What follows belongs to an exercise in optimizing a design on an open flow for small area, a short achievable clock period and few clock cycles; a production flow would make more cautious choices. The RTL was checked by simulation tests, not by an equivalence proof against the original design. Power is estimated from default activity; no workload was simulated.

--- design.v ---
module inv16_core (
    input  wire         clk,
    input  wire         rst,           
    input  wire         start,         
    input  wire [15:0]  nsteps,        
    output wire         busy,
    input  wire         hw_we,
    input  wire [4:0]   hw_sel,        
    input  wire [15:0]  hw_data,
    output wire [255:0] regs,          
    output wire [15:0]  pc_o,
    output wire         dir_o,         
    output wire [1:0]   err_o,
    output wire         halted_o,
    output wire         brk_o,         
    output reg          mem_req,
    output reg          mem_we,
    output reg  [15:0]  mem_addr,
    output wire [15:0]  mem_wdata,     
    input  wire         mem_ack,
    input  wire [15:0]  mem_rdata      
);
    localparam S_IDLE  = 4'd0;
    localparam S_FETCH = 4'd1;    
    localparam S_EXEC  = 4'd2;    
    localparam S_SRMW  = 4'd3;    
    localparam S_DIV   = 4'd4;    
    localparam S_MUL   = 4'd5;    
    localparam S_SRR   = 4'd6;    
    localparam S_DRAIN = 4'd7;    
    localparam S_UNDO  = 4'd9;    
    localparam OP_ADD = 4'h0, OP_SUB = 4'h1, OP_ROR = 4'h2, OP_ROL = 4'h3;
    localparam OP_SHR = 4'h4, OP_SHL = 4'h5, OP_AND = 4'h6, OP_ORA = 4'h7;
    localparam OP_MUL = 4'h8, OP_DIV = 4'h9, OP_CMP = 4'hA, OP_JEQ = 4'hB;
    localparam OP_XRI = 4'hC, OP_SRR = 4'hD, OP_SRM = 4'hE, OP_BRK = 4'hF;
    localparam ERR_NONE = 2'd0, ERR_MISALIGNED = 2'd1;
    localparam ERR_MISMATCHED = 2'd2, ERR_SRR = 2'd3;
    reg [15:0] x [0:15];
    reg [15:0] pc;
    reg        dir;
    reg [1:0]  err;
    reg        halted;
    reg        brk_hit;
    reg [3:0]  state;
    reg [15:0] ir;
    reg [15:0] oa, ob, oc;     
    reg        sub_q;          
    reg        f_sum, f_shr, f_shl, f_and, f_or, f_cmp, f_xri, f_div;
    reg [15:0] steps_left;
    reg        last;           
    reg [15:0] dr;
    reg [15:0] dq;
    reg [3:0]  dcnt;           
    reg [3:0]  ufa;            
    genvar gi;
    generate
        for (gi = 0; gi < 16; gi = gi + 1) begin : g_regs
            assign regs[16*gi +: 16] = x[gi];
        end
    endgenerate
    assign busy     = (state != S_IDLE);
    assign pc_o     = pc;
    assign dir_o    = dir;
    assign err_o    = err;
    assign halted_o = halted;
    assign brk_o    = brk_hit;
    wire [7:0] byte1 = ir[15:8];
    wire [3:0] op = ir[7:4];
    wire [3:0] fa = ir[3:0];
    wire [3:0] fb = ir[15:12];
    wire [3:0] fc = ir[11:8];
    wire [3:0] sh = oc[3:0];
    reg  [15:0] pc_next;       
    wire [15:0] sum    = ob + (oc ^ {16{sub_q}}) + {15'd0, sub_q};
    wire        eq     = ~|(ob ^ oc);
    wire        lt     = (ob < oc);      
    function [4:0] bitlen(input [15:0] v);
        integer k;
        begin
            bitlen = 5'd0;
            for (k = 0; k < 16; k = k + 1)
                if (v[k]) bitlen = k + 1;
        end
    endfunction
    wire [4:0] lb = bitlen(ob);
    wire [4:0] lc = bitlen(oc);
    wire [4:0] dn = lb - lc;                           
    wire       div_zero = lt || (oc == 16'd0);         
    reg  [16:0] sh_in;
    reg  [3:0]  sh_amt;
    always @(*) begin
        if (f_div) begin
            sh_in  = {1'b0, ob};
            sh_amt = ~dn[3:0];
        end else if (f_shl) begin       
            sh_in  = {1'b0, ob};
            sh_amt = sh;
        end else begin                  
            sh_in  = {ob, 1'b0};
            sh_amt = ~sh;
        end
    end
    wire [31:0] sh_out = {15'd0, sh_in} << sh_amt;
    wire [15:0] alu_f = ({16{f_sum}} & sum)
                      | ({16{f_shr}} & sh_out[31:16])
                      | ({16{f_shl}} & sh_out[15:0])
                      | ({16{f_and}} & (ob & oc))
                      | ({16{f_or}}  & (ob | oc))
                      | ({16{f_cmp}} & (eq ? 16'h0000 : (lt ? 16'hFFFF : 16'h0001)))
                      | ({16{f_xri}} & {8'h00, byte1});
    reg [1:0] p0, p1, p2, p3;
    always @(*) begin
        case (fc[2:0])
            3'd0: {p0, p1, p2, p3} = {2'd0, 2'd1, 2'd2, 2'd3};  
            3'd1: {p0, p1, p2, p3} = {2'd1, 2'd0, 2'd2, 2'd3};  
            3'd2: {p0, p1, p2, p3} = {2'd0, 2'd1, 2'd3, 2'd2};  
            3'd3: {p0, p1, p2, p3} = {2'd1, 2'd0, 2'd3, 2'd2};  
            3'd4: {p0, p1, p2, p3} = {2'd2, 2'd3, 2'd0, 2'd1};  
            3'd5: {p0, p1, p2, p3} = {2'd3, 2'd2, 2'd1, 2'd0};  
            3'd6: {p0, p1, p2, p3} = {2'd0, 2'd2, 2'd1, 2'd3};  
            default: {p0, p1, p2, p3} = {2'd3, 2'd1, 2'd2, 2'd0};  
        endcase
    end
    wire        srr_hi = (state == S_SRR);
    wire [1:0]  q_lo   = srr_hi ? p2 : p0;
    wire [1:0]  q_hi   = srr_hi ? p3 : p1;
    wire [31:0] sbytes = {ob, oa};
    wire [15:0] srr_out = {sbytes[8*q_hi +: 8], sbytes[8*q_lo +: 8]};
    wire [16:0] div_trial = {dr, dq[15]} - {1'b0, oc};
    wire        div_bit   = ~div_trial[16];
    wire [15:0] div_q     = {dq[14:0], div_bit};
    wire mcs_1 = (ob[13] & oc[0]) ^ (ob[12] & oc[1]);
    wire mcs_2 = (ob[13] & oc[0]) & (ob[12] & oc[1]);
    wire mcs_3 = (ob[14] & oc[0]) ^ (ob[13] & oc[1]) ^ (ob[12] & oc[2]);
    wire mcs_4 = ((ob[14] & oc[0]) & (ob[13] & oc[1])) | ((ob[14] & oc[0]) & (ob[12] & oc[2])) | ((ob[13] & oc[1]) & (ob[12] & oc[2]));
    wire mcs_5 = (ob[11] & oc[3]) ^ (ob[10] & oc[4]);
    wire mcs_6 = (ob[11] & oc[3]) & (ob[10] & oc[4]);
    wire mcs_7 = (ob[15] & oc[0]) ^ (ob[14] & oc[1]) ^ (ob[13] & oc[2]);
    wire mcs_8 = ((ob[15] & oc[0]) & (ob[14] & oc[1])) | ((ob[15] & oc[0]) & (ob[13] & oc[2])) | ((ob[14] & oc[1]) & (ob[13] & oc[2]));
    wire mcs_9 = (ob[12] & oc[3]) ^ (ob[11] & oc[4]) ^ (ob[10] & oc[5]);
    wire mcs_10 = ((ob[12] & oc[3]) & (ob[11] & oc[4])) | ((ob[12] & oc[3]) & (ob[10] & oc[5])) | ((ob[11] & oc[4]) & (ob[10] & oc[5]));
    wire mcs_11 = (ob[9] & oc[6]) ^ (ob[8] & oc[7]);
    wire mcs_12 = (ob[9] & oc[6]) & (ob[8] & oc[7]);
    wire mcs_13 = (ob[9] & oc[0]) ^ (ob[8] & oc[1]);
    wire mcs_14 = (ob[9] & oc[0]) & (ob[8] & oc[1]);
    wire mcs_15 = (ob[10] & oc[0]) ^ (ob[9] & oc[1]) ^ (ob[8] & oc[2]);
    wire mcs_16 = ((ob[10] & oc[0]) & (ob[9] & oc[1])) | ((ob[10] & oc[0]) & (ob[8] & oc[2])) | ((ob[9] & oc[1]) & (ob[8] & oc[2]));
    wire mcs_17 = (ob[7] & oc[3]) ^ (ob[6] & oc[4]);
    wire mcs_18 = (ob[7] & oc[3]) & (ob[6] & oc[4]);
    wire mcs_19 = (ob[11] & oc[0]) ^ (ob[10] & oc[1]) ^ (ob[9] & oc[2]);
    wire mcs_20 = ((ob[11] & oc[0]) & (ob[10] & oc[1])) | ((ob[11] & oc[0]) & (ob[9] & oc[2])) | ((ob[10] & oc[1]) & (ob[9] & oc[2]));
    wire mcs_21 = (ob[8] & oc[3]) ^ (ob[7] & oc[4]) ^ (ob[6] & oc[5]);
    wire mcs_22 = ((ob[8] & oc[3]) & (ob[7] & oc[4])) | ((ob[8] & oc[3]) & (ob[6] & oc[5])) | ((ob[7] & oc[4]) & (ob[6] & oc[5]));
    wire mcs_23 = (ob[5] & oc[6]) ^ (ob[4] & oc[7]);
    wire mcs_24 = (ob[5] & oc[6]) & (ob[4] & oc[7]);
    wire mcs_25 = (ob[12] & oc[0]) ^ (ob[11] & oc[1]) ^ (ob[10] & oc[2]);
    wire mcs_26 = ((ob[12] & oc[0]) & (ob[11] & oc[1])) | ((ob[12] & oc[0]) & (ob[10] & oc[2])) | ((ob[11] & oc[1]) & (ob[10] & oc[2]));
    wire mcs_27 = (ob[9] & oc[3]) ^ (ob[8] & oc[4]) ^ (ob[7] & oc[5]);
    wire mcs_28 = ((ob[9] & oc[3]) & (ob[8] & oc[4])) | ((ob[9] & oc[3]) & (ob[7] & oc[5])) | ((ob[8] & oc[4]) & (ob[7] & oc[5]));
    wire mcs_29 = (ob[6] & oc[6]) ^ (ob[5] & oc[7]) ^ (ob[4] & oc[8]);
    wire mcs_30 = ((ob[6] & oc[6]) & (ob[5] & oc[7])) | ((ob[6] & oc[6]) & (ob[4] & oc[8])) | ((ob[5] & oc[7]) & (ob[4] & oc[8]));
    wire mcs_31 = (ob[3] & oc[9]) ^ (ob[2] & oc[10]);
    wire mcs_32 = (ob[3] & oc[9]) & (ob[2] & oc[10]);
    wire mcs_33 = (ob[11] & oc[2]) ^ (ob[10] & oc[3]) ^ (ob[9] & oc[4]);
    wire mcs_34 = ((ob[11] & oc[2]) & (ob[10] & oc[3])) | ((ob[11] & oc[2]) & (ob[9] & oc[4])) | ((ob[10] & oc[3]) & (ob[9] & oc[4]));
    wire mcs_35 = (ob[8] & oc[5]) ^ (ob[7] & oc[6]) ^ (ob[6] & oc[7]);
    wire mcs_36 = ((ob[8] & oc[5]) & (ob[7] & oc[6])) | ((ob[8] & oc[5]) & (ob[6] & oc[7])) | ((ob[7] & oc[6]) & (ob[6] & oc[7]));
    wire mcs_37 = (ob[5] & oc[8]) ^ (ob[4] & oc[9]) ^ (ob[3] & oc[10]);
    wire mcs_38 = ((ob[5] & oc[8]) & (ob[4] & oc[9])) | ((ob[5] & oc[8]) & (ob[3] & oc[10])) | ((ob[4] & oc[9]) & (ob[3] & oc[10]));
    wire mcs_39 = (ob[2] & oc[11]) ^ (ob[1] & oc[12]) ^ (ob[0] & oc[13]);
    wire mcs_40 = ((ob[2] & oc[11]) & (ob[1] & oc[12])) | ((ob[2] & oc[11]) & (ob[0] & oc[13])) | ((ob[1] & oc[12]) & (ob[0] & oc[13]));
    wire mcs_41 = mcs_2 ^ (ob[9] & oc[5]) ^ (ob[8] & oc[6]);
    wire mcs_42 = (mcs_2 & (ob[9] & oc[5])) | (mcs_2 & (ob[8] & oc[6])) | ((ob[9] & oc[5]) & (ob[8] & oc[6]));
    wire mcs_43 = (ob[7] & oc[7]) ^ (ob[6] & oc[8]) ^ (ob[5] & oc[9]);
    wire mcs_44 = ((ob[7] & oc[7]) & (ob[6] & oc[8])) | ((ob[7] & oc[7]) & (ob[5] & oc[9])) | ((ob[6] & oc[8]) & (ob[5] & oc[9]));
    wire mcs_45 = (ob[4] & oc[10]) ^ (ob[3] & oc[11]) ^ (ob[2] & oc[12]);
    wire mcs_46 = ((ob[4] & oc[10]) & (ob[3] & oc[11])) | ((ob[4] & oc[10]) & (ob[2] & oc[12])) | ((ob[3] & oc[11]) & (ob[2] & oc[12]));
    wire mcs_47 = (ob[1] & oc[13]) ^ (ob[0] & oc[14]) ^ mcs_3;
    wire mcs_48 = ((ob[1] & oc[13]) & (ob[0] & oc[14])) | ((ob[1] & oc[13]) & mcs_3) | ((ob[0] & oc[14]) & mcs_3);
    wire mcs_49 = mcs_4 ^ mcs_6 ^ (ob[7] & oc[8]);
    wire mcs_50 = (mcs_4 & mcs_6) | (mcs_4 & (ob[7] & oc[8])) | (mcs_6 & (ob[7] & oc[8]));
    wire mcs_51 = (ob[6] & oc[9]) ^ (ob[5] & oc[10]) ^ (ob[4] & oc[11]);
    wire mcs_52 = ((ob[6] & oc[9]) & (ob[5] & oc[10])) | ((ob[6] & oc[9]) & (ob[4] & oc[11])) | ((ob[5] & oc[10]) & (ob[4] & oc[11]));
    wire mcs_53 = (ob[3] & oc[12]) ^ (ob[2] & oc[13]) ^ (ob[1] & oc[14]);
    wire mcs_54 = ((ob[3] & oc[12]) & (ob[2] & oc[13])) | ((ob[3] & oc[12]) & (ob[1] & oc[14])) | ((ob[2] & oc[13]) & (ob[1] & oc[14]));
    wire mcs_55 = (ob[0] & oc[15]) ^ mcs_7 ^ mcs_9;
    wire mcs_56 = ((ob[0] & oc[15]) & mcs_7) | ((ob[0] & oc[15]) & mcs_9) | (mcs_7 & mcs_9);
    wire mcs_57 = (ob[6] & oc[0]) ^ (ob[5] & oc[1]);
    wire mcs_58 = (ob[6] & oc[0]) & (ob[5] & oc[1]);
    wire mcs_59 = (ob[7] & oc[0]) ^ (ob[6] & oc[1]) ^ (ob[5] & oc[2]);
    wire mcs_60 = ((ob[7] & oc[0]) & (ob[6] & oc[1])) | ((ob[7] & oc[0]) & (ob[5] & oc[2])) | ((ob[6] & oc[1]) & (ob[5] & oc[2]));
    wire mcs_61 = (ob[4] & oc[3]) ^ (ob[3] & oc[4]);
    wire mcs_62 = (ob[4] & oc[3]) & (ob[3] & oc[4]);
    wire mcs_63 = (ob[8] & oc[0]) ^ (ob[7] & oc[1]) ^ (ob[6] & oc[2]);
    wire mcs_64 = ((ob[8] & oc[0]) & (ob[7] & oc[1])) | ((ob[8] & oc[0]) & (ob[6] & oc[2])) | ((ob[7] & oc[1]) & (ob[6] & oc[2]));
    wire mcs_65 = (ob[5] & oc[3]) ^ (ob[4] & oc[4]) ^ (ob[3] & oc[5]);
    wire mcs_66 = ((ob[5] & oc[3]) & (ob[4] & oc[4])) | ((ob[5] & oc[3]) & (ob[3] & oc[5])) | ((ob[4] & oc[4]) & (ob[3] & oc[5]));
    wire mcs_67 = (ob[2] & oc[6]) ^ (ob[1] & oc[7]);
    wire mcs_68 = (ob[2] & oc[6]) & (ob[1] & oc[7]);
    wire mcs_69 = (ob[7] & oc[2]) ^ (ob[6] & oc[3]) ^ (ob[5] & oc[4]);
    wire mcs_70 = ((ob[7] & oc[2]) & (ob[6] & oc[3])) | ((ob[7] & oc[2]) & (ob[5] & oc[4])) | ((ob[6] & oc[3]) & (ob[5] & oc[4]));
    wire mcs_71 = (ob[4] & oc[5]) ^ (ob[3] & oc[6]) ^ (ob[2] & oc[7]);
    wire mcs_72 = ((ob[4] & oc[5]) & (ob[3] & oc[6])) | ((ob[4] & oc[5]) & (ob[2] & oc[7])) | ((ob[3] & oc[6]) & (ob[2] & oc[7]));
    wire mcs_73 = (ob[1] & oc[8]) ^ (ob[0] & oc[9]) ^ mcs_13;
    wire mcs_74 = ((ob[1] & oc[8]) & (ob[0] & oc[9])) | ((ob[1] & oc[8]) & mcs_13) | ((ob[0] & oc[9]) & mcs_13);
    wire mcs_75 = mcs_14 ^ (ob[5] & oc[5]) ^ (ob[4] & oc[6]);
    wire mcs_76 = (mcs_14 & (ob[5] & oc[5])) | (mcs_14 & (ob[4] & oc[6])) | ((ob[5] & oc[5]) & (ob[4] & oc[6]));
    wire mcs_77 = (ob[3] & oc[7]) ^ (ob[2] & oc[8]) ^ (ob[1] & oc[9]);
    wire mcs_78 = ((ob[3] & oc[7]) & (ob[2] & oc[8])) | ((ob[3] & oc[7]) & (ob[1] & oc[9])) | ((ob[2] & oc[8]) & (ob[1] & oc[9]));
    wire mcs_79 = (ob[0] & oc[10]) ^ mcs_15 ^ mcs_17;
    wire mcs_80 = ((ob[0] & oc[10]) & mcs_15) | ((ob[0] & oc[10]) & mcs_17) | (mcs_15 & mcs_17);
    wire mcs_81 = mcs_16 ^ mcs_18 ^ (ob[3] & oc[8]);
    wire mcs_82 = (mcs_16 & mcs_18) | (mcs_16 & (ob[3] & oc[8])) | (mcs_18 & (ob[3] & oc[8]));
    wire mcs_83 = (ob[2] & oc[9]) ^ (ob[1] & oc[10]) ^ (ob[0] & oc[11]);
    wire mcs_84 = ((ob[2] & oc[9]) & (ob[1] & oc[10])) | ((ob[2] & oc[9]) & (ob[0] & oc[11])) | ((ob[1] & oc[10]) & (ob[0] & oc[11]));
    wire mcs_85 = mcs_19 ^ mcs_21 ^ mcs_23;
    wire mcs_86 = (mcs_19 & mcs_21) | (mcs_19 & mcs_23) | (mcs_21 & mcs_23);
    wire mcs_87 = mcs_20 ^ mcs_22 ^ mcs_24;
    wire mcs_88 = (mcs_20 & mcs_22) | (mcs_20 & mcs_24) | (mcs_22 & mcs_24);
    wire mcs_89 = (ob[1] & oc[11]) ^ (ob[0] & oc[12]) ^ mcs_25;
    wire mcs_90 = ((ob[1] & oc[11]) & (ob[0] & oc[12])) | ((ob[1] & oc[11]) & mcs_25) | ((ob[0] & oc[12]) & mcs_25);
    wire mcs_91 = mcs_27 ^ mcs_29 ^ mcs_31;
    wire mcs_92 = (mcs_27 & mcs_29) | (mcs_27 & mcs_31) | (mcs_29 & mcs_31);
    wire mcs_93 = mcs_26 ^ mcs_28 ^ mcs_30;
    wire mcs_94 = (mcs_26 & mcs_28) | (mcs_26 & mcs_30) | (mcs_28 & mcs_30);
    wire mcs_95 = mcs_32 ^ mcs_1 ^ mcs_33;
    wire mcs_96 = (mcs_32 & mcs_1) | (mcs_32 & mcs_33) | (mcs_1 & mcs_33);
    wire mcs_97 = mcs_35 ^ mcs_37 ^ mcs_39;
    wire mcs_98 = (mcs_35 & mcs_37) | (mcs_35 & mcs_39) | (mcs_37 & mcs_39);
    wire mcs_99 = mcs_34 ^ mcs_36 ^ mcs_38;
    wire mcs_100 = (mcs_34 & mcs_36) | (mcs_34 & mcs_38) | (mcs_36 & mcs_38);
    wire mcs_101 = mcs_40 ^ mcs_5 ^ mcs_41;
    wire mcs_102 = (mcs_40 & mcs_5) | (mcs_40 & mcs_41) | (mcs_5 & mcs_41);
    wire mcs_103 = mcs_43 ^ mcs_45 ^ mcs_47;
    wire mcs_104 = (mcs_43 & mcs_45) | (mcs_43 & mcs_47) | (mcs_45 & mcs_47);
    wire mcs_105 = mcs_42 ^ mcs_44 ^ mcs_46;
    wire mcs_106 = (mcs_42 & mcs_44) | (mcs_42 & mcs_46) | (mcs_44 & mcs_46);
    wire mcs_107 = mcs_48 ^ mcs_11 ^ mcs_49;
    wire mcs_108 = (mcs_48 & mcs_11) | (mcs_48 & mcs_49) | (mcs_11 & mcs_49);
    wire mcs_109 = mcs_51 ^ mcs_53 ^ mcs_55;
    wire mcs_110 = (mcs_51 & mcs_53) | (mcs_51 & mcs_55) | (mcs_53 & mcs_55);
    wire mcs_111 = (ob[4] & oc[0]) ^ (ob[3] & oc[1]);
    wire mcs_112 = (ob[4] & oc[0]) & (ob[3] & oc[1]);
    wire mcs_113 = (ob[5] & oc[0]) ^ (ob[4] & oc[1]) ^ (ob[3] & oc[2]);
    wire mcs_114 = ((ob[5] & oc[0]) & (ob[4] & oc[1])) | ((ob[5] & oc[0]) & (ob[3] & oc[2])) | ((ob[4] & oc[1]) & (ob[3] & oc[2]));
    wire mcs_115 = (ob[2] & oc[3]) ^ (ob[1] & oc[4]);
    wire mcs_116 = (ob[2] & oc[3]) & (ob[1] & oc[4]);
    wire mcs_117 = (ob[4] & oc[2]) ^ (ob[3] & oc[3]) ^ (ob[2] & oc[4]);
    wire mcs_118 = ((ob[4] & oc[2]) & (ob[3] & oc[3])) | ((ob[4] & oc[2]) & (ob[2] & oc[4])) | ((ob[3] & oc[3]) & (ob[2] & oc[4]));
    wire mcs_119 = (ob[1] & oc[5]) ^ (ob[0] & oc[6]) ^ mcs_57;
    wire mcs_120 = ((ob[1] & oc[5]) & (ob[0] & oc[6])) | ((ob[1] & oc[5]) & mcs_57) | ((ob[0] & oc[6]) & mcs_57);
    wire mcs_121 = mcs_58 ^ (ob[2] & oc[5]) ^ (ob[1] & oc[6]);
    wire mcs_122 = (mcs_58 & (ob[2] & oc[5])) | (mcs_58 & (ob[1] & oc[6])) | ((ob[2] & oc[5]) & (ob[1] & oc[6]));
    wire mcs_123 = (ob[0] & oc[7]) ^ mcs_59 ^ mcs_61;
    wire mcs_124 = ((ob[0] & oc[7]) & mcs_59) | ((ob[0] & oc[7]) & mcs_61) | (mcs_59 & mcs_61);
    wire mcs_125 = mcs_60 ^ mcs_62 ^ (ob[0] & oc[8]);
    wire mcs_126 = (mcs_60 & mcs_62) | (mcs_60 & (ob[0] & oc[8])) | (mcs_62 & (ob[0] & oc[8]));
    wire mcs_127 = mcs_63 ^ mcs_65 ^ mcs_67;
    wire mcs_128 = (mcs_63 & mcs_65) | (mcs_63 & mcs_67) | (mcs_65 & mcs_67);
    wire mcs_129 = mcs_64 ^ mcs_66 ^ mcs_68;
    wire mcs_130 = (mcs_64 & mcs_66) | (mcs_64 & mcs_68) | (mcs_66 & mcs_68);
    wire mcs_131 = mcs_69 ^ mcs_71 ^ mcs_73;
    wire mcs_132 = (mcs_69 & mcs_71) | (mcs_69 & mcs_73) | (mcs_71 & mcs_73);
    wire mcs_133 = mcs_70 ^ mcs_72 ^ mcs_74;
    wire mcs_134 = (mcs_70 & mcs_72) | (mcs_70 & mcs_74) | (mcs_72 & mcs_74);
    wire mcs_135 = mcs_75 ^ mcs_77 ^ mcs_79;
    wire mcs_136 = (mcs_75 & mcs_77) | (mcs_75 & mcs_79) | (mcs_77 & mcs_79);
    wire mcs_137 = mcs_76 ^ mcs_78 ^ mcs_80;
    wire mcs_138 = (mcs_76 & mcs_78) | (mcs_76 & mcs_80) | (mcs_78 & mcs_80);
    wire mcs_139 = mcs_81 ^ mcs_83 ^ mcs_85;
    wire mcs_140 = (mcs_81 & mcs_83) | (mcs_81 & mcs_85) | (mcs_83 & mcs_85);
    wire mcs_141 = mcs_82 ^ mcs_84 ^ mcs_86;
    wire mcs_142 = (mcs_82 & mcs_84) | (mcs_82 & mcs_86) | (mcs_84 & mcs_86);
    wire mcs_143 = mcs_87 ^ mcs_89 ^ mcs_91;
    wire mcs_144 = (mcs_87 & mcs_89) | (mcs_87 & mcs_91) | (mcs_89 & mcs_91);
    wire mcs_145 = mcs_88 ^ mcs_90 ^ mcs_92;
    wire mcs_146 = (mcs_88 & mcs_90) | (mcs_88 & mcs_92) | (mcs_90 & mcs_92);
    wire mcs_147 = mcs_93 ^ mcs_95 ^ mcs_97;
    wire mcs_148 = (mcs_93 & mcs_95) | (mcs_93 & mcs_97) | (mcs_95 & mcs_97);
    wire mcs_149 = mcs_94 ^ mcs_96 ^ mcs_98;
    wire mcs_150 = (mcs_94 & mcs_96) | (mcs_94 & mcs_98) | (mcs_96 & mcs_98);
    wire mcs_151 = mcs_99 ^ mcs_101 ^ mcs_103;
    wire mcs_152 = (mcs_99 & mcs_101) | (mcs_99 & mcs_103) | (mcs_101 & mcs_103);
    wire mcs_153 = mcs_100 ^ mcs_102 ^ mcs_104;
    wire mcs_154 = (mcs_100 & mcs_102) | (mcs_100 & mcs_104) | (mcs_102 & mcs_104);
    wire mcs_155 = mcs_105 ^ mcs_107 ^ mcs_109;
    wire mcs_156 = (mcs_105 & mcs_107) | (mcs_105 & mcs_109) | (mcs_107 & mcs_109);
    wire mcs_157 = (ob[3] & oc[0]) ^ (ob[2] & oc[1]);
    wire mcs_158 = (ob[3] & oc[0]) & (ob[2] & oc[1]);
    wire mcs_159 = (ob[2] & oc[2]) ^ (ob[1] & oc[3]) ^ (ob[0] & oc[4]);
    wire mcs_160 = ((ob[2] & oc[2]) & (ob[1] & oc[3])) | ((ob[2] & oc[2]) & (ob[0] & oc[4])) | ((ob[1] & oc[3]) & (ob[0] & oc[4]));
    wire mcs_161 = mcs_112 ^ (ob[0] & oc[5]) ^ mcs_113;
    wire mcs_162 = (mcs_112 & (ob[0] & oc[5])) | (mcs_112 & mcs_113) | ((ob[0] & oc[5]) & mcs_113);
    wire mcs_163 = mcs_114 ^ mcs_116 ^ mcs_117;
    wire mcs_164 = (mcs_114 & mcs_116) | (mcs_114 & mcs_117) | (mcs_116 & mcs_117);
    wire mcs_165 = mcs_118 ^ mcs_120 ^ mcs_121;
    wire mcs_166 = (mcs_118 & mcs_120) | (mcs_118 & mcs_121) | (mcs_120 & mcs_121);
    wire mcs_167 = mcs_122 ^ mcs_124 ^ mcs_125;
    wire mcs_168 = (mcs_122 & mcs_124) | (mcs_122 & mcs_125) | (mcs_124 & mcs_125);
    wire mcs_169 = mcs_126 ^ mcs_128 ^ mcs_129;
    wire mcs_170 = (mcs_126 & mcs_128) | (mcs_126 & mcs_129) | (mcs_128 & mcs_129);
    wire mcs_171 = mcs_130 ^ mcs_132 ^ mcs_133;
    wire mcs_172 = (mcs_130 & mcs_132) | (mcs_130 & mcs_133) | (mcs_132 & mcs_133);
    wire mcs_173 = mcs_134 ^ mcs_136 ^ mcs_137;
    wire mcs_174 = (mcs_134 & mcs_136) | (mcs_134 & mcs_137) | (mcs_136 & mcs_137);
    wire mcs_175 = mcs_138 ^ mcs_140 ^ mcs_141;
    wire mcs_176 = (mcs_138 & mcs_140) | (mcs_138 & mcs_141) | (mcs_140 & mcs_141);
    wire mcs_177 = mcs_142 ^ mcs_144 ^ mcs_145;
    wire mcs_178 = (mcs_142 & mcs_144) | (mcs_142 & mcs_145) | (mcs_144 & mcs_145);
    wire mcs_179 = mcs_146 ^ mcs_148 ^ mcs_149;
    wire mcs_180 = (mcs_146 & mcs_148) | (mcs_146 & mcs_149) | (mcs_148 & mcs_149);
    wire mcs_181 = mcs_150 ^ mcs_152 ^ mcs_153;
    wire mcs_182 = (mcs_150 & mcs_152) | (mcs_150 & mcs_153) | (mcs_152 & mcs_153);
    wire mcs_183 = (ob[2] & oc[0]) ^ (ob[1] & oc[1]);
    wire mcs_184 = (ob[2] & oc[0]) & (ob[1] & oc[1]);
    wire mcs_185 = (ob[1] & oc[2]) ^ (ob[0] & oc[3]) ^ mcs_157;
    wire mcs_186 = ((ob[1] & oc[2]) & (ob[0] & oc[3])) | ((ob[1] & oc[2]) & mcs_157) | ((ob[0] & oc[3]) & mcs_157);
    wire mcs_187 = mcs_158 ^ mcs_111 ^ mcs_159;
    wire mcs_188 = (mcs_158 & mcs_111) | (mcs_158 & mcs_159) | (mcs_111 & mcs_159);
    wire mcs_189 = mcs_160 ^ mcs_115 ^ mcs_161;
    wire mcs_190 = (mcs_160 & mcs_115) | (mcs_160 & mcs_161) | (mcs_115 & mcs_161);
    wire mcs_191 = mcs_162 ^ mcs_119 ^ mcs_163;
    wire mcs_192 = (mcs_162 & mcs_119) | (mcs_162 & mcs_163) | (mcs_119 & mcs_163);
    wire mcs_193 = mcs_164 ^ mcs_123 ^ mcs_165;
    wire mcs_194 = (mcs_164 & mcs_123) | (mcs_164 & mcs_165) | (mcs_123 & mcs_165);
    wire mcs_195 = mcs_166 ^ mcs_127 ^ mcs_167;
    wire mcs_196 = (mcs_166 & mcs_127) | (mcs_166 & mcs_167) | (mcs_127 & mcs_167);
    wire mcs_197 = mcs_168 ^ mcs_131 ^ mcs_169;
    wire mcs_198 = (mcs_168 & mcs_131) | (mcs_168 & mcs_169) | (mcs_131 & mcs_169);
    wire mcs_199 = mcs_170 ^ mcs_135 ^ mcs_171;
    wire mcs_200 = (mcs_170 & mcs_135) | (mcs_170 & mcs_171) | (mcs_135 & mcs_171);
    wire mcs_201 = mcs_172 ^ mcs_139 ^ mcs_173;
    wire mcs_202 = (mcs_172 & mcs_139) | (mcs_172 & mcs_173) | (mcs_139 & mcs_173);
    wire mcs_203 = mcs_174 ^ mcs_143 ^ mcs_175;
    wire mcs_204 = (mcs_174 & mcs_143) | (mcs_174 & mcs_175) | (mcs_143 & mcs_175);
    wire mcs_205 = mcs_176 ^ mcs_147 ^ mcs_177;
    wire mcs_206 = (mcs_176 & mcs_147) | (mcs_176 & mcs_177) | (mcs_147 & mcs_177);
    wire mcs_207 = mcs_178 ^ mcs_151 ^ mcs_179;
    wire mcs_208 = (mcs_178 & mcs_151) | (mcs_178 & mcs_179) | (mcs_151 & mcs_179);
    wire mcs_209 = mcs_180 ^ mcs_155 ^ mcs_181;
    wire mcs_210 = (mcs_180 & mcs_155) | (mcs_180 & mcs_181) | (mcs_155 & mcs_181);
    wire [15:0] mul_s = {mcs_208, mcs_206, mcs_204, mcs_202, mcs_200, mcs_198, mcs_196, mcs_194, mcs_192, mcs_190, mcs_188, mcs_186, mcs_184, (ob[0] & oc[2]), (ob[1] & oc[0]), (ob[0] & oc[0])};
    wire [15:0] mul_c = {mcs_209, mcs_207, mcs_205, mcs_203, mcs_201, mcs_199, mcs_197, mcs_195, mcs_193, mcs_191, mcs_189, mcs_187, mcs_185, mcs_183, (ob[0] & oc[1]), 1'b0};
    wire [15:0] mul_q = dr + dq;
    wire twin_ok = (mem_rdata == ir);
    reg [15:0] pc_d;
    reg [15:0] base_addr;
    always @(*) begin
        mem_req   = 1'b0;
        mem_we    = 1'b0;
        base_addr = pc_next;
        case (state)
            S_IDLE:  begin mem_req = start && err == ERR_NONE && !halted; base_addr = pc; end
            S_FETCH, S_DRAIN: begin mem_req = 1'b1; base_addr = pc; end
            S_EXEC:  begin
                mem_req = 1'b1;
                if (op == OP_SRM) base_addr = ob;
            end
            S_SRMW:  begin mem_req = 1'b1; mem_we = 1'b1; base_addr = ob; end
            S_MUL, S_SRR: begin mem_req = 1'b1; end
            S_DIV:   begin mem_req = (dcnt == 4'd0); end
            default: ;
        endcase
    end
    wire jeq_even = (state == S_EXEC) && (op == OP_JEQ) && !oa[0];
    always @(*) mem_addr = (jeq_even && eq) ? oa : base_addr;
    assign mem_wdata = oa;
    reg done, ld;
    always @(*) begin
        done = 1'b0;
        ld   = 1'b0;
        case (state)
            S_IDLE:  ld = start && err == ERR_NONE && !halted && nsteps != 16'd0 && mem_ack;
            S_FETCH: ld = mem_ack;
            S_EXEC:  if (mem_ack) begin
                case (op)
                    OP_BRK, OP_SRM, OP_MUL, OP_SRR: ;
                    OP_JEQ:  done = !eq || !oa[0];    
                    OP_DIV:  done = div_zero;
                    default: done = 1'b1;
                endcase
            end
            S_MUL, S_SRR: done = mem_ack;
            S_DIV:   done = (dcnt == 4'd0) && mem_ack;
            default: ;
        endcase
        if (done && !last) ld = 1'b1;
    end
    reg        we;
    reg [3:0]  wa;
    reg [15:0] wd;
    always @(*) begin
        we = 1'b0;
        wa = fa;
        wd = oa ^ alu_f;
        case (state)
            S_IDLE: begin
                we = hw_we && !start && !hw_sel[4];
                wa = hw_sel[3:0];
                wd = hw_data;
            end
            S_EXEC: if (mem_ack) begin
                case (op)
                    OP_DIV, OP_BRK, OP_SRM, OP_MUL: ;
                    OP_SRR: begin
                        we = !fc[3];
                        wd = srr_out;
                    end
                    OP_JEQ: begin
                        we = eq && !oa[0];
                        wd = pc;
                    end
                    default: we = 1'b1;
                endcase
            end
            S_SRMW: begin
                we = mem_ack;
                wd = dr;
            end
            S_MUL: begin
                we = mem_ack;
                wd = oa ^ mul_q;
            end
            S_SRR: begin
                we = mem_ack;
                wa = fb;
                wd = srr_out;
            end
            S_DIV: begin
                we = (dcnt == 4'd0) && mem_ack;
                wd = oa ^ div_q;
            end
            S_UNDO: begin
                we = 1'b1;
                wa = ufa;
                wd = dq;
            end
            default: ;
        endcase
    end
    function [15:0] rdport(input [3:0] sel, input [255:0] r);
        integer k;
        begin
            rdport = 16'h0000;
            for (k = 0; k < 16; k = k + 1)
                rdport = rdport | (r[16*k +: 16] & {16{sel == k}});
        end
    endfunction
    wire [3:0]  na = mem_rdata[3:0];
    wire [3:0]  nb = mem_rdata[15:12];
    wire [3:0]  nc = mem_rdata[11:8];
    wire [15:0] ra = (we && wa == na) ? wd : rdport(na, regs);
    wire [15:0] rb = (we && wa == nb) ? wd : rdport(nb, regs);
    wire [15:0] rc = (we && wa == nc) ? wd : rdport(nc, regs);
    always @(posedge clk) begin
        if (ld) begin
            ir <= mem_rdata;
            oa <= ra;
            ob <= rb;
            oc <= rc;
            sub_q <= (mem_rdata[7:4] != OP_ADD);
            f_sum <= (mem_rdata[7:4] == OP_ADD) || (mem_rdata[7:4] == OP_SUB);
            f_shr <= (mem_rdata[7:4] == OP_ROR) || (mem_rdata[7:4] == OP_SHR);
            f_shl <= (mem_rdata[7:4] == OP_ROL) || (mem_rdata[7:4] == OP_SHL);
            f_and <= (mem_rdata[7:4] == OP_AND);
            f_or  <= (mem_rdata[7:4] == OP_ORA);
            f_cmp <= (mem_rdata[7:4] == OP_CMP);
            f_xri <= (mem_rdata[7:4] == OP_XRI);
            f_div <= (mem_rdata[7:4] == OP_DIV);
        end
    end
    always @(posedge clk) begin
        pc <= pc_d;
        if (rst) begin
            dir        <= 1'b0;
            err        <= ERR_NONE;
            halted     <= 1'b0;
            brk_hit    <= 1'b0;
            state      <= S_IDLE;
        end else begin
            if (done) begin
                steps_left <= steps_left - 16'd1;
                last       <= (steps_left == 16'd2);
                state      <= last ? S_IDLE : S_EXEC;
            end
            case (state)
                S_IDLE: begin
                    if (start) begin
                        brk_hit    <= 1'b0;
                        steps_left <= nsteps;
                        last       <= (nsteps == 16'd1);
                        if (err == ERR_NONE && !halted) begin
                            if (nsteps == 16'd0)
                                state <= mem_ack ? S_IDLE : S_DRAIN;
                            else
                                state <= mem_ack ? S_EXEC : S_FETCH;
                        end
                    end else if (hw_we) begin
                        case (hw_sel)
                            5'd17:   dir <= hw_data[0];
                            5'd18:   err <= hw_data[1:0];
                            default: ;
                        endcase
                    end
                end
                S_DRAIN: if (mem_ack) state <= S_IDLE;
                S_FETCH: if (mem_ack) state <= S_EXEC;
                S_EXEC: if (mem_ack) begin
                    case (op)
                        OP_BRK: begin
                            brk_hit <= 1'b1;
                            if (fa == 4'hF && fb == 4'hF)
                                halted <= 1'b1;
                            state <= S_IDLE;
                        end
                        OP_SRR: begin
                            if (fc[3]) begin
                                err   <= ERR_SRR;
                                state <= S_IDLE;
                            end else begin
                                state <= S_SRR;
                            end
                        end
                        OP_JEQ: begin
                            if (!eq) ;
                            else if (oa[0]) begin
                                err   <= ERR_MISALIGNED;
                                state <= S_IDLE;
                            end else begin
                                dr  <= pc;
                                dq  <= oa;
                                ufa <= fa;
                                if (!twin_ok) begin
                                    err   <= ERR_MISMATCHED;
                                    state <= S_UNDO;
                                end
                            end
                        end
                        OP_SRM: begin
                            dr    <= mem_rdata;
                            state <= S_SRMW;
                        end
                        OP_DIV: begin
                            if (!div_zero) begin
                                {dr, dq} <= sh_out[31:0];
                                dcnt     <= dn[3:0];
                                state    <= S_DIV;
                            end
                        end
                        OP_MUL: begin
                            dr    <= mul_s;
                            dq    <= mul_c;
                            state <= S_MUL;
                        end
                        default: ;
                    endcase
                end
                S_SRMW: begin
                    if (mem_ack) begin
                        steps_left <= steps_left - 16'd1;
                        last       <= (steps_left == 16'd2);
                        state      <= last ? S_IDLE : S_FETCH;
                    end
                end
                S_MUL, S_SRR: ;
                S_UNDO: state <= S_IDLE;
                S_DIV: begin
                    if (dcnt != 4'd0) begin
                        dcnt <= dcnt - 4'd1;
                        dr   <= div_bit ? div_trial[15:0] : {dr[14:0], dq[15]};
                        dq   <= div_q;
                    end
                end
                default: state <= S_IDLE;
            endcase
        end
    end
    always @(*) begin
        pc_d = pc;
        if (rst)
            pc_d = 16'h0000;
        else case (state)
            S_IDLE:  if (!start && hw_we && hw_sel == 5'd16) pc_d = hw_data;
            S_EXEC:  if (mem_ack) begin
                case (op)
                    OP_BRK:  if (!(fa == 4'hF && fb == 4'hF)) pc_d = pc_next;
                    OP_SRR, OP_SRM, OP_MUL: ;
                    OP_JEQ:  if (!eq) pc_d = pc_next; else if (!oa[0]) pc_d = oa;
                    OP_DIV:  if (div_zero) pc_d = pc_next;
                    default: pc_d = pc_next;
                endcase
            end
            S_SRMW, S_MUL, S_SRR: if (mem_ack) pc_d = pc_next;
            S_DIV:   if (dcnt == 4'd0 && mem_ack) pc_d = pc_next;
            S_UNDO:  pc_d = dr;
            default: ;
        endcase
    end
    wire dir_d = rst ? 1'b0 :
                 (state == S_IDLE && !start && hw_we && hw_sel == 5'd17) ? hw_data[0] : dir;
    always @(posedge clk)
        pc_next <= dir_d ? (pc_d - 16'd2) : (pc_d + 16'd2);
    wire [15:0] wd_r = rst ? 16'h0000 : wd;
    integer i;
    always @(posedge clk) begin
        for (i = 0; i < 16; i = i + 1)
            if (rst || (we && wa == i))
                x[i] <= wd_r;
    end
endmodule
--- flow/run.sh ---
#!/bin/bash
set -euo pipefail
export BUFFER_PORTS_ARGS="-buffer_cell sky130_fd_sc_hd__buf_1"
export SETUP_SLACK_MARGIN=6
bash standard.sh > standard.log 2>&1
--- standard.sh ---
#!/bin/bash
# synth_recipe.tcl (not shown) runs the flow's synth.tcl, then flattens the netlist and writes it again
# the make line also repeats each setting of config.mk as NAME=value (left out here)
make -C /OpenROAD-flow-scripts/flow DESIGN_CONFIG=/design/flow/config.mk WORK_HOME=/design/flow/orfs CLKGATE_MAP_FILE= SYNTH_SCRIPT=/design/flow/synth_recipe.tcl "${@:-finish}"
--- config.mk ---
export PLATFORM = sky130hd
export DESIGN_NAME = inv16_core
export DESIGN_NICKNAME = inv16_core
export VERILOG_FILES = /design/flow/design.v
export SDC_FILE = /design/flow/constraint.sdc
export NUM_CORES = 4
export LEC_CHECK = 0
export CAP_MARGIN = 30
export CORE_MARGIN = 2
export CORE_UTILIZATION = 45
export SLEW_MARGIN = 30
export TNS_END_PERCENT = 10
--- constraint.sdc ---
create_clock -name core_clock -period 11.0 [get_ports {clk}]
set_input_delay 2.2000 -clock core_clock [delete_from_list [all_inputs] [get_ports {clk}]]
set_output_delay 2.2000 -clock core_clock [all_outputs]
set_load 0.01 [all_outputs]
==> flow_metrics.py, run 1 <==
metrics = {
    "job": {
        "maxCapViolCount": 0,
    },
    "cells_and_area": {
        "layout-drive-gt1-share_pct": 16.55,
        "largest_reg_flops": 256,
        "area_growth_pct": 22.42,
        "largest_register": "x",
        "nFillCells": 6715,
        "fin_nets": 4300,
        "multi_input_area_um2": 20650,
        "regArea_um2": 12400,
    },
    "drt": {
        "via_per_inst": 7.318,
        "drt_iter0_drc": 7462,
        "num_vias": 36910,
        "drc": 0,
        "antenna_left": 0,
        "wl_per_cell_um": 36.60,
        "dr.pass1.iters": 12,
        "totalWireLength_um": 184600,
    },
    "clock_network": {
        "htreeDepth": 2,
        "clkLatencyLatePin_ns": 0.65,
        "clockRootBuffer": "clkbuf_16",
        "cts_tree": "yes",
        "hold_buffers": 0,
        "clk_path_buf_depth": 3,
        "clk_pin_slew_ns": 0.07,
        "numClockSinks": 426,
        "cts_made_buffers": 49,
    },
    "die": {
        "die_h_um": 277.0,
        "io_pins": 370,
        "dieArea_um2": 76740,
        "start_util_pct": 45.29,
        "fp.coreArea_um2": 74070,
        "chipWidth_um": 277.0,
        "rows": 100,
    },
    "global_routing": {
        "grt_pass1_wl_um": 254800,
        "grt_pass1_vias": 34310,
        "globalRouteTotalUtil_pct": 45.83,
        "antenna_found_initial": 7,
        "grt_max_degree": 55,
        "grt_overflow": 0,
    },
    "critical_path": {
        "crit_arrival_ns": 3.69,
        "crit_fanout": 7,
        "required_ns": 8.80,
        "critPathKind": "reg -> out",
        "cp-start-kind": "register",
        "end_kind": "primary output",
    },
    "yosys": {
        "yosysMostFrequentCell": "edfxtp_1",
        "async_flop_share_pct": 0,
        "synth_common_cells": "edfxtp_1, nor2_1, a22oi_1, nand2_1, clkbuf_1",
        "ys_types": 94,
        "yosysTopAreaCellShare_pct": 34.55,
        "synthesis.nets": 3832,
        "syn_inst": 3565,
        "ys_ff_latch": 426,
        "synthTopCellsByArea": "edfxtp_1, a22oi_1, fa_1",
        "netlist_area_um2": 33540,
        "yosys_warnings": 2,
        "synthFlopType": "edfxtp_1",
        "ys_seq_area_share_pct": 36.94,
        "yosysTopAreaCell": "edfxtp_1",
        "synth_edf_count": 386,
        "avgSynthCellArea_um2": 9.409,
    },
    "sta": {
        "min_period_ns": 5.885,
        "finClkSkew_ns": 0.02652,
        "tns_ns": 0,
        "tightest_slew_ns": 1.182,
        "drv_slew": 0,
        "hold_viol": 0,
        "rsz0062_at_grt": "yes",
        "period_share_pct": 53.50,
        "fmax_mhz": 169.9,
        "slew_headroom_pct": 20.40,
        "setup_viol": 0,
    },
    "placement": {
        "place_congestion": 1.077,
        "dpl.hpwl_um": 127800,
        "io_buffers": 369,
    },
    "outcome": {
        "status": "timing/DRC/antenna clean",
    },
    "power_and_ir_drop": {
        "power.leakage_nw": 15.33,
        "p_total_mw": 6.996,
        "ir_worst_vdd_mv": 0.1857,
        "power_density_nw_per_um2": 170.4,
    },
    "hold_path": {
        "hold_path.class": "reg -> reg",
    },
}
## metal layers
layer	vias to the layer above	global-route usage [%]	wire [um]
li1	14650	-	-
met1	17480	56.54	63340
met2	3628	67.10	75470
met3	1142	16.94	28460
met4	12	30.14	17150
met5	-	0.8130	140
## worst paths after layout
| path | slack [ns] | from | endpoint | cells after the start |
|---|---|---|---|---|
| worst max-delay path | 5.11 | ob[8] | mem_addr[14] | 12 |
| worst min-delay path | 0.51 | brk_hit | brk_hit | 2 |
| worst max register to register | 5.31 | oc[6] | oc[4] | 24 |
| worst min register to register | 0.51 | brk_hit | brk_hit | 2 |
## report_power, final
group	switching, mW	total (mW)	internal (mW)
logic	1.79	2.78	0.986
clock network	0.796	1.90	1.11
registers	0.303	2.32	2.01
## final cells by class
cell class	count	area share (%)
well taps	969	2.952
multi-input cells	2703	50.29
repair buffers	668	10.16
diodes	1	0.006094
flip-flops and latches	426	30.20
clock inverters	38	1.395
clock buffers	53	3.071
inverters	185	1.926
## cell usage in the layout, fill, tap and decap left out, types with 16 or more instances in the layout
cell / n
edfxtp_1: 386
xnor2_1: 91
a221oi_1: 113
nor3_1: 46
buf_4: 250
nor3_2: 24
dfxtp_1: 36
mux4_2: 18
nor2_2: 24
nand2b_1: 35
clkbuf_16: 52
o21a_1: 16
xor2_1: 77
a21oi_1: 194
o21ai_2: 18
mux2i_1: 98
a21o_1: 23
o21ai_0: 165
inv_1: 152
nor2_1: 323
clkinvlp_4: 24
nand3_1: 112
a22o_1: 75
a31oi_1: 25
a222oi_1: 30
and3_1: 19
a221o_1: 18
nand2_1: 222
buf_1: 353
nand4_1: 38
o22ai_1: 17
o211ai_1: 38
fa_1: 81
nor4_1: 22
a22oi_1: 261
buf_12: 20
ha_1: 120
a211oi_1: 32
## cells by family (layout without fill, tap and decap cells)
group	Yosys count	in the layout	share of synthesized area (%)
muxes	132	132	4.640
AOI/OAI and AO/OA	1208	1209	25.62
DFF	426	426	36.94
other	0	1	0
buffers and inverters	441	944	5.121
adders and majority gates	209	209	9.653
xor gates and xnor gates	172	172	4.536
and+or+nand+nor	977	981	13.49
## critical path, stage by stage (launching register included)
cell,delay [ns]
edfxtp_1,0.38
buf_12,0.14
clkinvlp_4,0.13
ha_1,0.33
or4_4,0.52
nor4_4,0.35
and3_4,0.27
buf_12,0.11
and3_4,0.34
nand2_4,0.13
nor2_1,0.12
a21oi_1,0.06
buf_1,0.15
## what timing repair did
action	4_1_cts	5_1_grt
setup buffers	53	84
endpoints found under the setup margin	650	430
resized for setup	153	135
pin swaps	11	28
gates cloned	3	7
## metrics by stage
step	setup slack, ns	std cells	hold slack, ns	cell area (um^2)	util [%]
floorplan	5.510	3565	0.4894	33620	-
global placement	4.423	4795	0.4834	36580	49.39
detailed placement	4.370	4803	0.4911	36800	49.68
CTS	5.201	4950	0.5043	39660	53.54
global route	5.058	5042	0.5571	41060	55.44
finish	5.115	5043	0.5100	41060	55.44
Testbench counts, summed over its fixed seeds: cycles 118,883.
==> run 2: changes to the inputs <==
--- a/design.v
+++ b/design.v
@@ -31,2 +31,3 @@
     localparam S_UNDO  = 4'd9;    
+    localparam S_TWIN  = 4'd10;   
     localparam OP_ADD = 4'h0, OP_SUB = 4'h1, OP_ROR = 4'h2, OP_ROL = 4'h3;
@@ -47,2 +48,3 @@
     reg        sub_q;          
+    reg        eqk;            
     reg        f_sum, f_shr, f_shl, f_and, f_or, f_cmp, f_xri, f_div;
@@ -360,2 +362,3 @@
             S_MUL, S_SRR: begin mem_req = 1'b1; end
+            S_TWIN:  begin mem_req = 1'b1; base_addr = oa; end
             S_DIV:   begin mem_req = (dcnt == 4'd0); end
@@ -364,4 +367,4 @@
     end
-    wire jeq_even = (state == S_EXEC) && (op == OP_JEQ) && !oa[0];
-    always @(*) mem_addr = (jeq_even && eq) ? oa : base_addr;
+    wire twin_now = (state == S_EXEC) && (op == OP_JEQ) && eqk && !oa[0];
+    always @(*) mem_addr = twin_now ? oa : base_addr;
     assign mem_wdata = oa;
@@ -377,3 +380,3 @@
                     OP_BRK, OP_SRM, OP_MUL, OP_SRR: ;
-                    OP_JEQ:  done = !eq || !oa[0];    
+                    OP_JEQ:  done = !eq || (eqk && !oa[0]);    
                     OP_DIV:  done = div_zero;
@@ -382,3 +385,3 @@
             end
-            S_MUL, S_SRR: done = mem_ack;
+            S_MUL, S_SRR, S_TWIN: done = mem_ack;
             S_DIV:   done = (dcnt == 4'd0) && mem_ack;
@@ -409,3 +412,3 @@
                     OP_JEQ: begin
-                        we = eq && !oa[0];
+                        we = eqk && !oa[0];
                         wd = pc;
@@ -415,2 +418,6 @@
             end
+            S_TWIN: begin
+                we = mem_ack;
+                wd = pc;
+            end
             S_SRMW: begin
@@ -451,5 +458,10 @@
     wire [3:0]  nc = mem_rdata[11:8];
+    wire [15:0] xb = rdport(nb, regs);
+    wire [15:0] xc = rdport(nc, regs);
+    wire        fb_hit = we && wa == nb;
+    wire        fc_hit = we && wa == nc;
     wire [15:0] ra = (we && wa == na) ? wd : rdport(na, regs);
-    wire [15:0] rb = (we && wa == nb) ? wd : rdport(nb, regs);
-    wire [15:0] rc = (we && wa == nc) ? wd : rdport(nc, regs);
+    wire [15:0] rb = fb_hit ? wd : xb;
+    wire [15:0] rc = fc_hit ? wd : xc;
+    wire        eqk_d = (nb == nc) || (!fb_hit && !fc_hit && xb == xc);
     always @(posedge clk) begin
@@ -461,2 +473,3 @@
             sub_q <= (mem_rdata[7:4] != OP_ADD);
+            eqk   <= eqk_d;
             f_sum <= (mem_rdata[7:4] == OP_ADD) || (mem_rdata[7:4] == OP_SUB);
@@ -528,2 +541,4 @@
                                 state <= S_IDLE;
+                            end else if (!eqk) begin
+                                state <= S_TWIN;
                             end else begin
@@ -566,2 +581,11 @@
                 S_UNDO: state <= S_IDLE;
+                S_TWIN: if (mem_ack) begin
+                    dr  <= pc;
+                    dq  <= oa;
+                    ufa <= fa;
+                    if (!twin_ok) begin
+                        err   <= ERR_MISMATCHED;
+                        state <= S_UNDO;
+                    end
+                end
                 S_DIV: begin
@@ -587,3 +611,3 @@
                     OP_SRR, OP_SRM, OP_MUL: ;
-                    OP_JEQ:  if (!eq) pc_d = pc_next; else if (!oa[0]) pc_d = oa;
+                    OP_JEQ:  if (!eq) pc_d = pc_next; else if (!oa[0] && eqk) pc_d = oa;
                     OP_DIV:  if (div_zero) pc_d = pc_next;
@@ -595,2 +619,3 @@
             S_UNDO:  pc_d = dr;
+            S_TWIN:  if (mem_ack) pc_d = oa;
             default: ;
==> run 2 against run 1 <==
Compared with the run above:
- sequential share of layout area decreased by 2.1 points
- routed wire length increased by 15%
- first-iteration DRC count increased by 2.1%
- critical path type unchanged
- cell area increased by 7.9%
- largest power group unchanged
- largest cell class unchanged
==> flow_metrics.py, run 2 <==
metrics = {
    "yosys": {
        "synth_edf_count": 387,
        "synth_common_cells": "edfxtp_1, nor2_1, nand2_1, o21ai_0, clkbuf_1",
        "synthesis.nets": 4152,
        "syn_inst": 3884,
        "synthFlopType": "edfxtp_1",
        "synthTopCellsByArea": "edfxtp_1, fa_1, ha_1",
        "netlist_area_um2": 35690,
        "ys_types": 109,
        "ys_ff_latch": 427,
        "yosys_warnings": 2,
        "async_flop_share_pct": 0,
        "ys_seq_area_share_pct": 34.80,
        "yosysTopAreaCellShare_pct": 32.56,
        "yosysTopAreaCell": "edfxtp_1",
        "yosysMostFrequentCell": "edfxtp_1",
        "avgSynthCellArea_um2": 9.189,
    },
    "global_routing": {
        "antenna_found_initial": 9,
        "grt_overflow": 0,
        "grt_pass1_vias": 37060,
        "grt_max_degree": 75,
        "grt_pass1_wl_um": 286400,
        "globalRouteTotalUtil_pct": 49.16,
    },
    "cells_and_area": {
        "final_cell_mix": "edfxtp_1, buf_1, nand2_1, nor2_1, buf_4",
        "largest_reg_flops": 256,
        "area_growth_pct": 24.20,
        "fin_nets": 4667,
        "largest_register": "x",
        "layout-drive-gt1-share_pct": 19.09,
        "final_common_cell": "edfxtp_1",
    },
    "power_and_ir_drop": {
        "internal_power_mw": 4.411,
        "power_frac_seq_pct": 30.5,
        "power_density_nw_per_um2": 183.0,
        "p_comb_share_pct": 49.5,
        "ir_worst_vdd_mv": 0.1455,
        "power.leakage_nw": 16.43,
        "p_total_mw": 8.111,
        "p_switching_mw": 3.700,
        "power_frac_clock_pct": 20.0,
        "swShare_pct": 45.61,
    },
    "clock_network": {
        "cts_made_buffers": 47,
        "htreeDepth": 2,
        "clk_path_buf_depth": 3,
        "clk_pin_slew_ns": 0.06,
        "cts_tree": "yes",
        "clockRootBuffer": "clkbuf_16",
        "clkLatencyLatePin_ns": 0.66,
        "numClockSinks": 427,
        "hold_buffers": 0,
    },
    "sta": {
        "tightest_slew_ns": 1.050,
        "slew_headroom_pct": 29.77,
        "hold_viol": 0,
        "tns_ns": 0,
        "drv_slew": 0,
        "fmax_mhz": 182.2,
        "fin_ws_ns": 5.510,
        "min_period_ns": 5.490,
        "setup_viol": 0,
        "finClkSkew_ns": 0.05368,
        "rsz0062_at_grt": "yes",
        "period_share_pct": 49.90,
    },
    "drt": {
        "antenna_left": 0,
        "wl_per_cell_um": 38.62,
        "drt_iter0_drc": 7622,
        "via_per_inst": 7.329,
        "totalWireLength_um": 212100,
        "dr.pass1.iters": 13,
        "num_vias": 40250,
        "drc": 0,
    },
    "die": {
        "chipWidth_um": 285.6,
        "die_h_um": 285.6,
        "start_util_pct": 45.33,
        "rows": 103,
        "io_pins": 370,
        "dieArea_um2": 81580,
        "fp.coreArea_um2": 78740,
    },
    "placement": {
        "place_congestion": 1.100,
        "dpl.hpwl_um": 150000,
        "place_ws_ns": 3.947,
        "io_buffers": 369,
    },
    "critical_path": {
        "required_ns": 8.80,
        "crit_arrival_ns": 3.29,
        "cp_cell_sequence": "buf_6 -> buf_6 -> buf_6 -> nand4b_1 -> o21ai_1 -> buf_6 -> buf_8 -> buf_6 -> a222oi_1 -> a31oi_1 -> buf_2",
        "slowest_delay_ns": 0.61,
        "critPathKind": "reg -> out",
        "crit_fanout": 5,
        "critical-path-slowest-cell": "a222oi_1",
        "cp-start-kind": "register",
        "end_kind": "primary output",
        "path_common_cell": "buf_6",
    },
    "job": {
        "maxCapViolCount": 0,
    },
    "hold_path": {
        "hold_path.class": "reg -> reg",
    },
    "outcome": {
        "status": "timing/DRC/antenna clean",
    },
}
## run 2: power groups by stage
stage | Clock [mW] | Combinational [mW] | Sequential [mW]
floorplan | 0 | 1.87 | 2.35
global placement | 0 | 3.33 | 2.48
detailed placement | 0 | 3.33 | 2.47
CTS | 1.62 | 3.54 | 2.43
global route | 1.68 | 4.16 | 2.46
finish | 1.63 | 4.01 | 2.47
## run 2: layer usage
layer	routed length (um)	track usage (%)
met5	66	0.2907
met3	29380	16.05
met1	72380	59.70
met2	88470	72.44
met4	21800	37.37
## run 2: repair_timing
item                       4_1_cts  5_1_grt
gates resized for setup        149      288
setup endpoints to repair      693      593
cloned                           3       14
setup buffers                   53      151
pin swaps                       31       95
## run 2: cell families (layout without fill, tap and decap cells)
family	count (synthesis)	in the layout	synth area share (%)
compound gates	1280	1282	25.40
fa+ha+maj	210	210	9.108
other cells	0	6	0
buf+inv	471	1019	5.129
flops	427	427	34.80
simple gates	1116	1118	14.58
xor+xnor	186	186	4.670
mux	194	194	6.310
## run 2: worst max-delay path, delay by kind of cell, from the launching register on
family	cells	cell delay (ns)
flip-flops	1	0.40
AND/OR/NAND/NOR	1	0.20
AO/OA/AOI/OAI	3	1.05
buffers and inverters	7	1.00
## run 2: layout make-up
cell class	count	area [um^2]
diodes	6	15.01
clock buffers	56	1210
clock inverters	30	315.3
fillers	7175	34420
inverters	191	833.3
multi-input cells	2990	23060
flip-flops and latches	427	12430
well taps	1050	1314
repair buffers	742	5147
## run 2: final timing paths
check,start,endpoint,slack [ns],cells after the start
setup / recovery,ir[6],mem_addr[1],5.51,11
hold reg to reg,err[0],err[0],0.53,2
hold / removal,err[0],err[0],0.53,2
setup reg to reg,oc[8],pc_next[15],5.64,24
## run 2: per-stage QoR
step | instances | cell area (um^2) | hold WS, ns | utilization, %
6_report | 5492 | 44330 | 0.5260 | 56.29
5_1_grt | 5487 | 44310 | 0.5561 | 56.28
2_1_floorplan | 3884 | 35800 | 0.4895 | -
3_5_place_dp | 5178 | 38970 | 0.5142 | 49.50
3_3_place_gp | 5171 | 38790 | 0.5141 | 49.26
4_1_cts | 5320 | 41610 | 0.5273 | 52.85
Testbench counts of run 2, summed over its fixed seeds: cycles 119,468.
==> run 3: changes to the inputs <==
--- a/design.v
+++ b/design.v
@@ -420,3 +420,3 @@
                 we = mem_ack;
-                wd = pc;
+                wd = dr;           
             end
@@ -537,13 +537,10 @@
                         OP_JEQ: begin
-                            if (!eq) ;
-                            else if (oa[0]) begin
-                                err   <= ERR_MISALIGNED;
-                                state <= S_IDLE;
-                            end else if (!eqk) begin
-                                state <= S_TWIN;
-                            end else begin
-                                dr  <= pc;
-                                dq  <= oa;
-                                ufa <= fa;
-                                if (!twin_ok) begin
+                            dr  <= pc;
+                            dq  <= oa;
+                            ufa <= fa;
+                            if (eqk) begin
+                                if (oa[0]) begin
+                                    err   <= ERR_MISALIGNED;
+                                    state <= S_IDLE;
+                                end else if (!twin_ok) begin
                                     err   <= ERR_MISMATCHED;
@@ -551,2 +548,8 @@
                                 end
+                            end else if (eq) begin
+                                if (oa[0]) begin
+                                    err   <= ERR_MISALIGNED;
+                                    state <= S_UNDO;
+                                end else
+                                    state <= S_TWIN;
                             end
@@ -582,5 +585,2 @@
                 S_TWIN: if (mem_ack) begin
-                    dr  <= pc;
-                    dq  <= oa;
-                    ufa <= fa;
                     if (!twin_ok) begin
@@ -611,3 +611,3 @@
                     OP_SRR, OP_SRM, OP_MUL: ;
-                    OP_JEQ:  if (!eq) pc_d = pc_next; else if (!oa[0] && eqk) pc_d = oa;
+                    OP_JEQ:  if (!eqk) pc_d = pc_next; else if (!oa[0]) pc_d = oa;
                     OP_DIV:  if (div_zero) pc_d = pc_next;
==> run 3 against run 2 <==
Compared with the run above:
- total power shrank 2.3%
- die area shrank 2.8%
- cell count shrank 6.5%
- utilization shrank 2.2 points
- still clean on timing, DRC and antenna
- critical path type is now in -> reg
- via count shrank 8.4%
- critical path depth grew 2
- clock power grew 6%
==> flow_metrics.py, run 3 <==
metrics = {
    "cells_and_area": {
        "regArea_um2": 12430,
        "nFillCells": 7110,
        "largest_register": "x",
        "final_cell_mix": "edfxtp_1, buf_1, nor2_1, nand2_1, a22oi_1",
        "area_growth_pct": 18.60,
        "fin_nets": 4335,
        "largest_reg_flops": 256,
        "multi_input_area_um2": 21310,
        "stdcell_area_um2": 41130,
        "final_common_cell": "edfxtp_1",
        "utilization_pct": 54.07,
        "layout-drive-gt1-share_pct": 14.43,
    },
    "critical_path": {
        "critPathKind": "in -> reg",
        "crit_fanout": 26,
        "critical-path-slowest-cell": "nor3_2",
        "reg2reg_from": "oc[12]",
        "crit_arrival_ns": 5.80,
        "r2r_end": "dq[15]",
        "end_kind": "register",
        "timing.reg2reg.worst_path_depth": 15,
        "required_ns": 11.42,
        "r2r_slack_ns": 5.77,
        "cp_cell_sequence": "clkbuf_2 -> buf_4 -> nand2_1 -> nor3_2 -> buf_4 -> a22oi_1 -> o2111ai_1 -> nor2_1 -> xnor2_1 -> nand2_1 -> nor4_1 -> nand4_1 -> o31ai_1",
        "cp-start-kind": "input port",
        "slowest_delay_ns": 0.82,
    },
    "sta": {
        "setup_viol": 0,
        "tightest_slew_ns": 1.130,
        "min_period_ns": 5.374,
        "fin_ws_ns": 5.626,
        "tns_ns": 0,
        "period_share_pct": 48.86,
        "hold_viol": 0,
        "fmax_mhz": 186.1,
        "slew_headroom_pct": 24.44,
        "drv_slew": 0,
        "rsz0062_at_grt": "yes",
        "finClkSkew_ns": 0.07379,
    },
    "power_and_ir_drop": {
        "ir_worst_vdd_mv": 0.1502,
        "power_density_nw_per_um2": 192.6,
        "power.leakage_nw": 15.17,
    },
    "drt": {
        "via_per_inst": 7.179,
        "totalWireLength_um": 180300,
        "wl_per_cell_um": 35.11,
        "drt_iter0_drc": 6705,
        "antenna_left": 0,
        "dr.pass1.iters": 12,
        "drc": 0,
        "num_vias": 36860,
    },
    "global_routing": {
        "use_met2_pct": 65.57,
        "grt_pass1_wl_um": 251200,
        "grt_pass1_vias": 34790,
        "grt_max_degree": 71,
        "globalRouteTotalUtil_pct": 44.03,
        "grt_busiest_layer": "met2",
        "antenna_found_initial": 2,
        "met1_usage_pct": 54.25,
        "grt_util_met3_pct": 14.75,
        "grt_overflow": 0,
    },
    "yosys": {
        "ys_types": 112,
        "synthFlopType": "edfxtp_1",
        "synthesis.nets": 3925,
        "yosys_warnings": 2,
        "netlist_area_um2": 34680,
        "synth_edf_count": 387,
        "ys_ff_latch": 427,
        "yosysMostFrequentCell": "edfxtp_1",
        "yosysTopAreaCell": "edfxtp_1",
        "syn_inst": 3658,
        "synthTopCellsByArea": "edfxtp_1, a22oi_1, fa_1",
        "synth_common_cells": "edfxtp_1, nor2_1, nand2_1, a22oi_1, a21oi_1",
        "yosysTopAreaCellShare_pct": 33.51,
        "avgSynthCellArea_um2": 9.481,
        "ys_seq_area_share_pct": 35.82,
        "async_flop_share_pct": 0,
    },
    "placement": {
        "place_ws_ns": 4.527,
        "place_congestion": 1.045,
        "dpl_cell_area_um2": 37630,
        "io_buffers": 369,
        "dpl.hpwl_um": 124900,
    },
    "clock_network": {
        "hold_buffers": 0,
        "clkLatencyLatePin_ns": 0.66,
        "numClockSinks": 427,
        "clk_pin_slew_ns": 0.07,
        "htreeDepth": 2,
        "cts_tree": "yes",
        "clk_path_buf_depth": 3,
        "clockRootBuffer": "clkbuf_16",
        "cts_made_buffers": 48,
    },
    "die": {
        "rows": 101,
        "io_pins": 370,
        "fp.coreArea_um2": 76080,
        "start_util_pct": 45.59,
        "dieArea_um2": 79310,
        "chipWidth_um": 281.6,
        "die_h_um": 281.6,
    },
    "hold_path": {
        "hold_path.class": "reg -> reg",
        "holdPathStages": 0,
        "hold_path_end": "ufa[0]",
        "holdCritStartpoint": "ir[0]",
    },
    "job": {
        "maxCapViolCount": 0,
    },
    "outcome": {
        "status": "timing/DRC/antenna clean",
    },
}
[run 3: cell types whose count changed in the layout (fill, tap and decap cells not counted), moves of 25 or more]
cell     previous run  this run
nand2_1           321       277
o21ai_0           206       137
mux2i_1           104        79
buf_4             287       215
mux2_2             52        23
a22oi_1           176       245
[run 3: layout make-up]
cell class | instances | share of cell area (%)
repair buffers | 625 | 9.064
clock inverters | 31 | 1.049
diodes | 2 | 0.01217
flip-flops and latches | 427 | 30.21
inverters | 170 | 1.770
multi-input cells | 2796 | 51.80
well taps | 1030 | 3.133
clock buffers | 53 | 2.966
[run 3: timing repair]
action	CTS	global route
pin swaps	28	25
endpoints found under the hold margin	0	0
endpoints found under the setup margin	370	335
gates cloned	3	3
resized for setup	158	59
buffers inserted	65	38
[run 3: worst max-delay path, delay by kind of cell]
family	cells	cell delay (ns)
XOR/XNOR	1	0.23
buffers and inverters	3	0.89
AO/OA/AOI/OAI	3	0.42
AND/OR/NAND/NOR	6	2.01
[run 3: logic make-up (layout without fill, tap and decap cells)]
kind of cell	after synthesis	after routing	synth area share (%)
adder cells (fa/ha/maj)	209	209	9.336
other	0	2	0
multiplexers	127	128	4.398
buffers and inverters	436	879	5.130
AND/OR/NAND/NOR	1085	1085	15.23
XOR/XNOR	195	195	5.022
flip-flops	427	427	35.82
AO/OA/AOI/OAI	1179	1179	25.06
[run 3: layer usage]
layer / wire (um) / part of all wire, %
met5: 75 / 0.042
met4: 15390 / 8.5
met3: 25770 / 14
met2: 76290 / 42
met1: 62730 / 35
[run 3: stage by stage]
step                      total power [mW]  cells  hold WS [ns]
after detailed placement             5.775   4939        0.5101
after global routing                 8.131   5132        0.5569
after CTS                            7.665   5091        0.5241
after floorplan                      4.310   3658        0.4778
after global placement               5.771   4938        0.4990
final                                7.924   5134        0.5317
[run 3: where the power goes]
group	switching (mW)	total, mW	internal, mW
registers	0.362	2.46	2.10
clock network	0.734	1.73	0.996
logic	2.40	3.74	1.34
[run 3: worst max path at each step]
stage | startpoint | endpoint | slack [ns] | cells past startpoint
floorplan | hw_sel[2] | pc_next[13] | 5.46 | 18
global placement | mem_ack | pc_next[13] | 4.59 | 20
detailed placement | mem_ack | pc_next[15] | 4.53 | 20
CTS | hw_sel[2] | pc_next[15] | 5.83 | 19
global route | oc[11] | pc_next[13] | 5.54 | 25
finish | mem_rdata[13] | eqk | 5.63 | 13
Testbench counts of run 3, summed over its fixed seeds: cycles 119,469.

## afterwards: timing with drivers on the ports
Ports are ideal in the flow. The routed layouts listed here were re-timed in OpenROAD.
Step 1: set_driving_cell puts a clkbuf_16 on clk and a buf_2 on each other input, an assumption about the parent block.
Step 2 adds t to the input delays and takes it off the output delays; t is the mean of the earliest and latest rising clock arrival at the registers after step 1. Input paths then give back, and output paths get back, about the clock's delay inside the block.
Three values: ideal, step 1, step 2; two values: the first two.
run | shift t [ns] | setup slack, ns | latest minus earliest clock arrival (ns)
run 1 | 0.708 | 5.115 / 5.044 / 4.965 | 0.027 / 0.027
run 2 | 0.705 | 5.510 / 5.435 / 5.022 | 0.054 / 0.054
run 3 | 0.694 | 5.626 / 5.671 / 4.977 | 0.074 / 0.073
After both steps setup and hold are still met in every run listed. The setup slack of run 3, which loses most, moves by +0.045 ns with the drivers and by -0.649 ns with both steps.
